Background: an optimization exercise with open tools, aiming at small area, a short achievable clock period and few clock cycles per item. Do not read the settings as production practice. At most, simulation tests tie the RTL to the original design; equivalence was not proved.

## fpdiv
module fpdiv (
    input  wire        clk,
    input  wire        rst,           
    input  wire        in_valid,
    output wire        in_ready,
    input  wire [31:0] in_a,          
    input  wire [31:0] in_b,          
    output reg         out_valid,
    output reg  [31:0] out_result
);
Size in the first run: roughly 6400 cells after synthesis, roughly 1600 flip-flops, roughly 0.064 mm2 of cells after synthesis.
Settings: LEC_CHECK=0, CAP_MARGIN=20, CORE_MARGIN=2, CORE_UTILIZATION=60, SETUP_SLACK_MARGIN=5, SLEW_MARGIN=20; clock period 10.0 ns.
standard.sh (not shown) runs the stock make flow with config.mk's settings and CLKGATE_MAP_FILE= SYNTH_SCRIPT=/design/flow/synth_recipe.tcl, a recipe that flattens the netlist after the stock synthesis.
==> flow/flow/run.sh <==
#!/bin/bash
# The standard layout, with the full adders left to abc: yosys's full-adder
# extraction (ADDER_MAP_FILE) is turned off, so abc maps the carry-save
# adders and comparators together with the logic around them.
set -euo pipefail
bash standard.sh ADDER_MAP_FILE= finish > standard_flow.log 2>&1
Next try:
==> flow/run.sh (new file) <==
#!/bin/bash
# synth_recipe.tcl (not shown) runs the flow's synth.tcl, then flattens the netlist and writes it again
# the make line also repeats each setting of config.mk as NAME=value (left out here)
make -C /OpenROAD-flow-scripts/flow DESIGN_CONFIG=/design/flow/config.mk WORK_HOME=/design/flow/orfs CLKGATE_MAP_FILE= SYNTH_SCRIPT=/design/flow/synth_recipe.tcl finish
--- a/flow/config.mk
+++ b/flow/config.mk
@@ -7,6 +7,6 @@
 export LEC_CHECK = 0
-export CAP_MARGIN = 20
+export CAP_MARGIN = 50
 export CORE_MARGIN = 2
-export CORE_UTILIZATION = 60
+export CORE_UTILIZATION = 40
 export SETUP_SLACK_MARGIN = 5
-export SLEW_MARGIN = 20
+export SLEW_MARGIN = 75
removed: flow/flow/run.sh
removed: flow/standard.sh
What happened: Non-clock buffer count increases by 118; area after synthesis increases by 7.3%; core utilization decreases by 20 points; critical path depth increases by 7; first-iteration DRC count decreases by 16%.
Next try:
==> flow/flow/run.sh (new file) <==
#!/bin/bash
# The standard layout, with the full adders left to abc: yosys's full-adder
# extraction (ADDER_MAP_FILE) is turned off, so abc maps the carry-save
# adders and comparators together with the logic around them.
set -euo pipefail
bash standard.sh ADDER_MAP_FILE= finish > standard_flow.log 2>&1
==> flow/standard.sh (new file) <==
#!/bin/bash
# synth_recipe.tcl (not shown) runs the flow's synth.tcl, then flattens the netlist and writes it again
# the make line also repeats each setting of config.mk as NAME=value (left out here)
make -C /OpenROAD-flow-scripts/flow DESIGN_CONFIG=/design/flow/config.mk WORK_HOME=/design/flow/orfs CLKGATE_MAP_FILE= SYNTH_SCRIPT=/design/flow/synth_recipe.tcl "${@:-finish}"
--- a/flow/config.mk
+++ b/flow/config.mk
@@ -7,3 +7,3 @@
 export LEC_CHECK = 0
-export CAP_MARGIN = 50
+export CAP_MARGIN = 20
 export CORE_MARGIN = 2
@@ -11,2 +11,2 @@
 export SETUP_SLACK_MARGIN = 5
-export SLEW_MARGIN = 75
+export SLEW_MARGIN = 20
removed: flow/run.sh
=> Final cell count goes down by roughly a tenth. Maximum frequency drops slightly. Synthesized cell count decreases by a little under a tenth. Register-to-register slack is worse by 0.05 ns. Final area drops by roughly a tenth. Sequential cell count does not change. Utilization shrinks by 1.7 points. Routed wire length came out lower by roughly a tenth. Die area came out lower by a few percent. Count of clock-buffer cells in the layout goes up by 6.
Next try:
==> flow/run.sh (new file) <==
#!/bin/bash
# synth_recipe.tcl (not shown) runs the flow's synth.tcl, then flattens the netlist and writes it again
# the make line also repeats each setting of config.mk as NAME=value (left out here)
make -C /OpenROAD-flow-scripts/flow DESIGN_CONFIG=/design/flow/config.mk WORK_HOME=/design/flow/orfs CLKGATE_MAP_FILE= SYNTH_SCRIPT=/design/flow/synth_recipe.tcl finish
--- a/flow/config.mk
+++ b/flow/config.mk
@@ -10,3 +10,2 @@
 export CORE_UTILIZATION = 40
-export SETUP_SLACK_MARGIN = 5
 export SLEW_MARGIN = 20
removed: flow/flow/run.sh
removed: flow/standard.sh
What happened: Non-clock buffer count climbs by 12. Routed wire length climbs by 11%. Via count climbs by 6.4%. First-iteration DRC count climbs by 11%. Setup slack gets worse by 0.047 ns. Global-route usage climbs by 0.88 points. Die area climbs by 7.2%. Flip-flop and latch count stays the same. Final area climbs by 7.3%.
No functional check of the RTL was part of any run of this note.

* * *

## 05-18
fpdiv, a different RTL version from the one above (not shown whole).
Size: roughly 5700 cells after synthesis, ~1100 flip-flops, about 100 I/O pins, roughly 0.056 mm² of cells after synthesis.
clock: 10.0 ns
lec_check: 0
cap_margin: 20
core_margin: 2
core_utilization: 40
slew_margin: 20
run.sh (not shown) runs the stock make flow with config.mk's settings and CLKGATE_MAP_FILE= SYNTH_SCRIPT=/design/flow/synth_recipe.tcl, a recipe that flattens the netlist after the stock synthesis.
Stock flow here: none of the scripts above is used.
05-18 | status: complete | timing, DRC, antenna: pass
Inputs modified between 05-18 and 08-23:
Settings: putting SETUP_SLACK_MARGIN at 5 where nothing was set.
--- outcome ---
Endpoint required time on the critical path ended up 0.04 ns higher on 08-23 than on 05-18.
Compared with 05-18, 08-23 instantiates a larger number of standard cells.
Going from 05-18 to 08-23, via count normalized by instance count now sits higher; core utilization rose by 8.7 points; transition at the pin with the smallest max-transition slack decreased by 0.22 ns relative to the old numbers.
05-18 reports its critical path endpoint as ws_p[173]$_DFF_P_ while 08-23 reports ws_p[84]$_DFF_P_.
NOTE: global-route wire length before repair in 08-23 exceeds that of 05-18
Changes observed in 08-23 relative to 05-18: minimum period implied by the final worst setup slack decreased by 1.88 ns relative to the old numbers, final period utilization fell by 19 points, relative area change from synthesis to final layout rose 22 points.
Function was not checked in any run of this note: the RTL went through the layout flow alone.

* * *

fpdiv, a different RTL version from the one above (not shown whole).
For scale: roughly 1500 flip-flops, ~100 I/O pins, ~65000 um^2 of cells after synthesis.
==> flow/config.mk <==
export PLATFORM = sky130hd
export DESIGN_NAME = fpdiv
export DESIGN_NICKNAME = fpdiv
export VERILOG_FILES = /design/flow/design.v
export SDC_FILE = /design/flow/constraint.sdc
export NUM_CORES = 4
export LEC_CHECK = 0
export CAP_MARGIN = 20
export CORE_MARGIN = 2
export CORE_UTILIZATION = 40
export SETUP_SLACK_MARGIN = 5
export SLEW_MARGIN = 20
==> flow/constraint.sdc <==
create_clock -name core_clock -period 10.0 [get_ports {clk}]
set_input_delay 2.0000 -clock core_clock [delete_from_list [all_inputs] [get_ports {clk}]]
set_output_delay 2.0000 -clock core_clock [all_outputs]
set_load 0.01 [all_outputs]
Then changed:
==> flow/flow/run.sh (new file) <==
#!/bin/bash
# The standard layout, with timing repair aimed below the clock period
# (repair_timing's setup margin) and run on every violating endpoint.
set -euo pipefail
bash standard.sh SETUP_SLACK_MARGIN=6.3 TNS_END_PERCENT=100 finish > standard_flow.log 2>&1
==> flow/standard.sh (new file) <==
#!/bin/bash
# synth_recipe.tcl (not shown) runs the flow's synth.tcl, then flattens the netlist and writes it again
# the make line also repeats each setting of config.mk as NAME=value (left out here)
make -C /OpenROAD-flow-scripts/flow DESIGN_CONFIG=/design/flow/config.mk WORK_HOME=/design/flow/orfs CLKGATE_MAP_FILE= SYNTH_SCRIPT=/design/flow/synth_recipe.tcl "${@:-finish}"
- SETUP_SLACK_MARGIN: 5 -> default
removed: flow/run.sh
Outcome:
- The new run went through all stages and came out clean
- flip-flop and latch count stays the same
- worst hold slack improved by 0.0067 ns
- wire length is higher by 21%
- clock skew goes down by 0.015 ns
- cell area grows by about 19%
Then changed:
==> flow/run.sh (new file) <==
#!/bin/bash
# synth_recipe.tcl (not shown) runs the flow's synth.tcl, then flattens the netlist and writes it again
# the make line also repeats each setting of config.mk as NAME=value (left out here)
make -C /OpenROAD-flow-scripts/flow DESIGN_CONFIG=/design/flow/config.mk WORK_HOME=/design/flow/orfs CLKGATE_MAP_FILE= SYNTH_SCRIPT=/design/flow/synth_recipe.tcl finish
removed: flow/flow/run.sh
removed: flow/standard.sh
The new run finished clean; fmax fell by about a fifth; non-clock buffer count fell by 564; critical path depth fell by 2; global-route usage fell by 3.7 points; final cell count fell by a few percent; via count fell by a little under a tenth; die area is unchanged; utilization fell by 9.5 points.
No run of this note included a check of the RTL's function; only the layout flow was run.

* * *

Another version of the RTL of fpdiv (not shown whole).
Size: ~11000 cells after synthesis, roughly 1200 flip-flops, about 100 I/O pins, about 65000 µm² of cells after synthesis.
==> flow/config.mk <==
export PLATFORM = sky130hd
export DESIGN_NAME = fpdiv
export DESIGN_NICKNAME = fpdiv
export VERILOG_FILES = /design/flow/design.v
export SDC_FILE = /design/flow/constraint.sdc
export NUM_CORES = 4
export LEC_CHECK = 0
export ABC_AREA = 1
export CAP_MARGIN = 20
export CORE_MARGIN = 2
export CORE_UTILIZATION = 55
export CTS_CLUSTER_DIAMETER = 120
export CTS_CLUSTER_SIZE = 27
export SLEW_MARGIN = 20
==> flow/constraint.sdc <==
create_clock -name core_clock -period 10.0 [get_ports {clk}]
set_input_delay 2.0000 -clock core_clock [delete_from_list [all_inputs] [get_ports {clk}]]
set_output_delay 2.0000 -clock core_clock [all_outputs]
set_load 0.01 [all_outputs]
standard.sh (not shown) runs the stock make flow with config.mk's settings and CLKGATE_MAP_FILE= SYNTH_SCRIPT=/design/flow/synth_recipe.tcl, a recipe that flattens the netlist after the stock synthesis.
==> flow/flow/run.sh <==
#!/bin/bash
# The standard layout, with the full adders left to abc (yosys's full-adder
# extraction, ADDER_MAP_FILE, is turned off) and timing repair aimed at a
# setup margin of 6.7 ns. All output goes to standard_flow.log here; ORFS
# keeps each step's own log under orfs/logs.
set -euo pipefail
bash standard.sh ADDER_MAP_FILE= SETUP_SLACK_MARGIN=6.7 TNS_END_PERCENT=100 finish > standard_flow.log 2>&1
Testbench counts at the start, summed over its fixed seeds: cycles 8,136, items 8,000.
Next try:
==> flow/flow/run.sh (replaced) <==
#!/bin/bash
# The standard layout with two changes to how synthesis maps the logic and
# with timing repair aimed at a setup margin of 6.7 ns:
#  - yosys's full-adder extraction (ADDER_MAP_FILE) is turned off, and
#  - abc maps with flow/abc_map.script instead of ORFS's abc script.
# The synthesis is otherwise the standard flow's own (synth_recipe.tcl): same passes,
# same flattening and renaming, so the registers are the standard ones.
# All output goes to standard_flow.log here; ORFS keeps each step's own log
# under orfs/logs.
set -euo pipefail
here=$(pwd)
cat > "$here/own_synth.tcl" <<TCL
proc abc {args} {
  set i [lsearch -exact \$args -script]
  if {\$i >= 0} { lset args [expr {\$i + 1}] $here/flow/abc_map.script }
  yosys abc {*}\$args
}
source $here/synth_recipe.tcl
TCL
bash standard.sh ADDER_MAP_FILE= SYNTH_SCRIPT="$here/own_synth.tcl" SETUP_SLACK_MARGIN=6.7 TNS_END_PERCENT=100 finish > standard_flow.log 2>&1
==> flow/flow/abc_map.script (new file) <==
strash
dch
map -a
topo
stime -c
buffer -c
Settings changed: ABC_AREA 1 to not set.
The changed run completed without violations.
Wire length came out lower by 15%.
Design area increases by 4.0%.
Via count went down by 22%.
Next try:
==> flow/flow/run.sh (replaced) <==
#!/bin/bash
# The standard layout, with the full adders left to abc (yosys's full-adder
# extraction, ADDER_MAP_FILE, is turned off) and timing repair aimed at a
# setup margin of 6.7 ns. All output goes to standard_flow.log here; ORFS
# keeps each step's own log under orfs/logs.
set -euo pipefail
bash standard.sh ADDER_MAP_FILE= SETUP_SLACK_MARGIN=6.7 TNS_END_PERCENT=100 finish > standard_flow.log 2>&1
Settings changed: ABC_AREA set to 1, CORE_UTILIZATION 55 to 62.
removed: flow/flow/abc_map.script
Effect:
- hold slack got worse by 11 ps
- core utilization fell by 7.4 points
- synthesized area rose by about a fifth

* * *

Setup of JK:
Another version of the RTL of fpdiv (not shown whole).
Size: roughly 5,600 cells after synthesis, roughly 100 I/O pins, ~0.060 sq mm of cells after synthesis.
clock: 10.0 ns
lec_check: 0
cap_margin: 20
core_margin: 2
core_utilization: 40
cts_cluster_diameter: 120
cts_cluster_size: 25
slew_margin: 20
==> flow/flow/run.sh <==
#!/bin/bash
# The standard layout, with the full adders left to abc (yosys's full-adder
# extraction, ADDER_MAP_FILE, is turned off) and timing repair aimed at a
# setup margin of 6.6 ns. All output goes to standard_flow.log here; ORFS
# keeps each step's own log under orfs/logs.
set -euo pipefail
bash standard.sh ADDER_MAP_FILE= SETUP_SLACK_MARGIN=6.6 TNS_END_PERCENT=100 finish > standard_flow.log 2>&1
JK reached the final stage; the timing, design-rule and antenna checks on its layout passed.
The inputs of MS differ from those of JK as listed below.
- CTS_CLUSTER_SIZE removed (was 25)
- CTS_CLUSTER_DIAMETER removed (was 120)
==> flow/flow/run.sh <==
#!/bin/bash
# The standard layout, with the full adders left to abc (yosys's full-adder
# extraction, ADDER_MAP_FILE, is turned off) and timing repair aimed at a
# setup margin of 6.45 ns. All output goes to standard_flow.log here; ORFS
# keeps each step's own log under orfs/logs.
set -euo pipefail
bash standard.sh ADDER_MAP_FILE= SETUP_SLACK_MARGIN=6.45 TNS_END_PERCENT=100 finish > standard_flow.log 2>&1
==> comparison <==
As far as combined area of all synthesized cells is concerned, MS and JK perform about the same.
MS: global-route usage 0.37 points below JK
Diff JK..MS | number of cells produced by synthesis | unchanged
Run comparison: JK biggest cell category by area in the final layout multi-input combinational cells; MS biggest cell category by area in the final layout flip-flops and latches
Largest fanout on the critical path (lower): JK
The setup slack of MS is larger than that of JK.
No functional check of the RTL was part of any run of this note.

* * *

## v6
fpdiv, a different RTL version from the one above (not shown whole).
Size in the first run: ~6300 cells after synthesis, roughly 1500 flip-flops, about 100 I/O pins, about 64000 sq um of cells after synthesis.
## fpdiv
module fpdiv (
    input  wire        clk,
    input  wire        rst,           
    input  wire        in_valid,
    output wire        in_ready,
    input  wire [31:0] in_a,          
    input  wire [31:0] in_b,          
    output reg         out_valid,
    output reg  [31:0] out_result
);
    localparam integer NS = 13;       
    reg        rdy_q;                 
    reg        rdy_o;                 
    reg        v0;
    reg        s0;                    
    reg  [7:0] ea0, eb0;
    reg [23:0] ma0, mb0;              
    reg        az0, bz0;              
    reg signed [5:0] c0;              
    assign in_ready = rdy_o;
    wire in_az = (in_a[30:0] == 31'd0);
    wire in_bz = (in_b[30:0] == 31'd0);
    wire in_ha = (in_a[30:23] != 8'd0);
    wire in_hb = (in_b[30:23] != 8'd0);
    wire need_a = ~ma0[23] & ~az0;
    wire need_b = ~mb0[23] & ~bz0;
    always @(posedge clk) begin
        if (rdy_q) begin
            s0  <= in_a[31] ^ in_b[31];
            ea0 <= in_a[30:23];
            eb0 <= in_b[30:23];
            ma0 <= {in_ha, in_a[22:0]};
            mb0 <= {in_hb, in_b[22:0]};
            az0 <= in_az;
            bz0 <= in_bz;
            c0  <= 6'sd0;
        end else begin
            if (need_a) ma0 <= {ma0[22:0], 1'b0};
            if (need_b) mb0 <= {mb0[22:0], 1'b0};
            c0 <= c0 + (need_b ? 6'sd1 : 6'sd0) - (need_a ? 6'sd1 : 6'sd0);
        end
    end
    wire rdy_n = rdy_q ? (~in_valid | (in_ha | in_az) & (in_hb | in_bz))
                       : (~(need_a & ~ma0[22]) & ~(need_b & ~mb0[22]));
    always @(posedge clk) begin
        if (rst) begin
            rdy_q <= 1'b1;
            rdy_o <= 1'b1;
            v0    <= 1'b0;
        end else begin
  ...
==> flow/config.mk <==
export PLATFORM = sky130hd
export DESIGN_NAME = fpdiv
export DESIGN_NICKNAME = fpdiv
export VERILOG_FILES = /design/flow/design.v
export SDC_FILE = /design/flow/constraint.sdc
export NUM_CORES = 4
export LEC_CHECK = 0
export CAP_MARGIN = 20
export CORE_MARGIN = 2
export CORE_UTILIZATION = 40
export SLEW_MARGIN = 20
==> flow/constraint.sdc <==
create_clock -name core_clock -period 10.0 [get_ports {clk}]
set_input_delay 2.0000 -clock core_clock [delete_from_list [all_inputs] [get_ports {clk}]]
set_output_delay 2.0000 -clock core_clock [all_outputs]
set_load 0.01 [all_outputs]
==> flow/flow/run.sh <==
#!/bin/bash
# The standard layout, with the full adders left to abc (yosys's full-adder
# extraction, ADDER_MAP_FILE, is turned off) and timing repair aimed at a
# setup margin of 6.2 ns.
set -euo pipefail
bash standard.sh ADDER_MAP_FILE= SETUP_SLACK_MARGIN=6.2 TNS_END_PERCENT=100 finish > standard_flow.log 2>&1
For v7, these inputs were changed with respect to v6:
==> flow/flow/run.sh <==
#!/bin/bash
# The standard layout, with the full adders left to abc (yosys's full-adder
# extraction, ADDER_MAP_FILE, is turned off) and timing repair aimed at a
# setup margin of 5 ns.
set -euo pipefail
bash standard.sh ADDER_MAP_FILE= SETUP_SLACK_MARGIN=5 TNS_END_PERCENT=100 finish > standard_flow.log 2>&1
==> comparison <==
Delta (v7 minus v6): post-route standard cell area excluding fillers -1.4%, fraction of final layout cells sized beyond drive strength 1 dropped 1.6 points, number of flip-flops and latches barely changed. | total met3 wirelength after detailed routing | v7 vs v6 | 6.7% lower |. v7 vs v6, end point of the critical path: wc_p[218] vs out_result[31]. v7 reports a higher maximum cell stage delay along the critical path than v6 does. Taking v6 as the reference, in v7 via count moved down. The run with more routed wire is v6, not v7.
No functional check of the RTL was part of any run of this note.

port drivers added, routing unchanged:
The results above use ideal ports. As a check the final layouts listed here were re-extracted and re-timed, cells and wires unchanged. Step 1: set_driving_cell puts a clkbuf_16 on clk and a buf_2 on each other input, an assumption about the parent block. Step 2, shift: input delay + t, output delay - t, t = (earliest + latest rising clock arrival at the registers) / 2. This alone moves slack from input paths to output paths. Three values: ideal, step 1, step 2; two values: the first two.
run | shift t [ns] | slack for setup (ns) | worst register clock-pin slew, ns | worst data-port slew with drivers (ns) | pins driven straight from the clock port
the first run of note 1 | 0.832 | 5.216 / 5.216 / 5.216 | 0.07 / 0.07 | 0.06 | 1
the second run of note 1 | 0.881 | 5.370 / 5.370 / 5.370 | 0.06 / 0.06 | 0.03 | 1
the third run of note 1 | 0.829 | 5.319 / 5.319 / 5.319 | 0.07 / 0.07 | 0.06 | 1
the fourth run of note 1 | 0.872 | 5.272 / 5.272 / 5.272 | 0.07 / 0.07 | 0.03 | 1
05-18 | 0.789 | 1.824 / 1.824 / 1.824 | 0.07 / 0.07 | 0.07 | 1
08-23 | 0.802 | 3.704 / 3.704 / 3.704 | 0.07 / 0.07 | 0.05 | 1
the first run of note 3 | 0.851 | 5.006 / 5.006 / 5.006 | 0.07 / 0.07 | 0.08 | 1
the second run of note 3 | 0.859 | 5.084 / 5.084 / 5.084 | 0.07 / 0.07 | 0.06 | 1
the third run of note 3 | 0.845 | 4.083 / 4.083 / 4.083 | 0.07 / 0.07 | 0.07 | 1
the first run of note 4 | 0.776 | 6.762 / 6.688 / 6.085 | 0.12 / 0.12 | 0.04 | 1
the second run of note 4 | 0.755 | 4.283 / 4.283 / 4.283 | 0.12 / 0.12 | 0.04 | 1
the third run of note 4 | 0.777 | 6.746 / 6.673 / 6.073 | 0.12 / 0.12 | 0.05 | 1
JK | 0.770 | 6.412 / 6.412 / 6.066 | 0.10 / 0.10 | 0.05 | 1
MS | 0.846 | 6.462 / 6.462 / 5.913 | 0.06 / 0.06 | 0.04 | 1
v6 | 0.831 | 6.291 / 6.215 / 6.042 | 0.07 / 0.07 | 0.05 | 1
v7 | 0.827 | 5.234 / 5.234 / 5.234 | 0.07 / 0.07 | 0.05 | 1
After both steps every run listed still meets setup and hold. For the first run of note 4, which loses most, drivers alone change the setup slack by -0.074 ns; drivers and shift together by -0.677 ns.
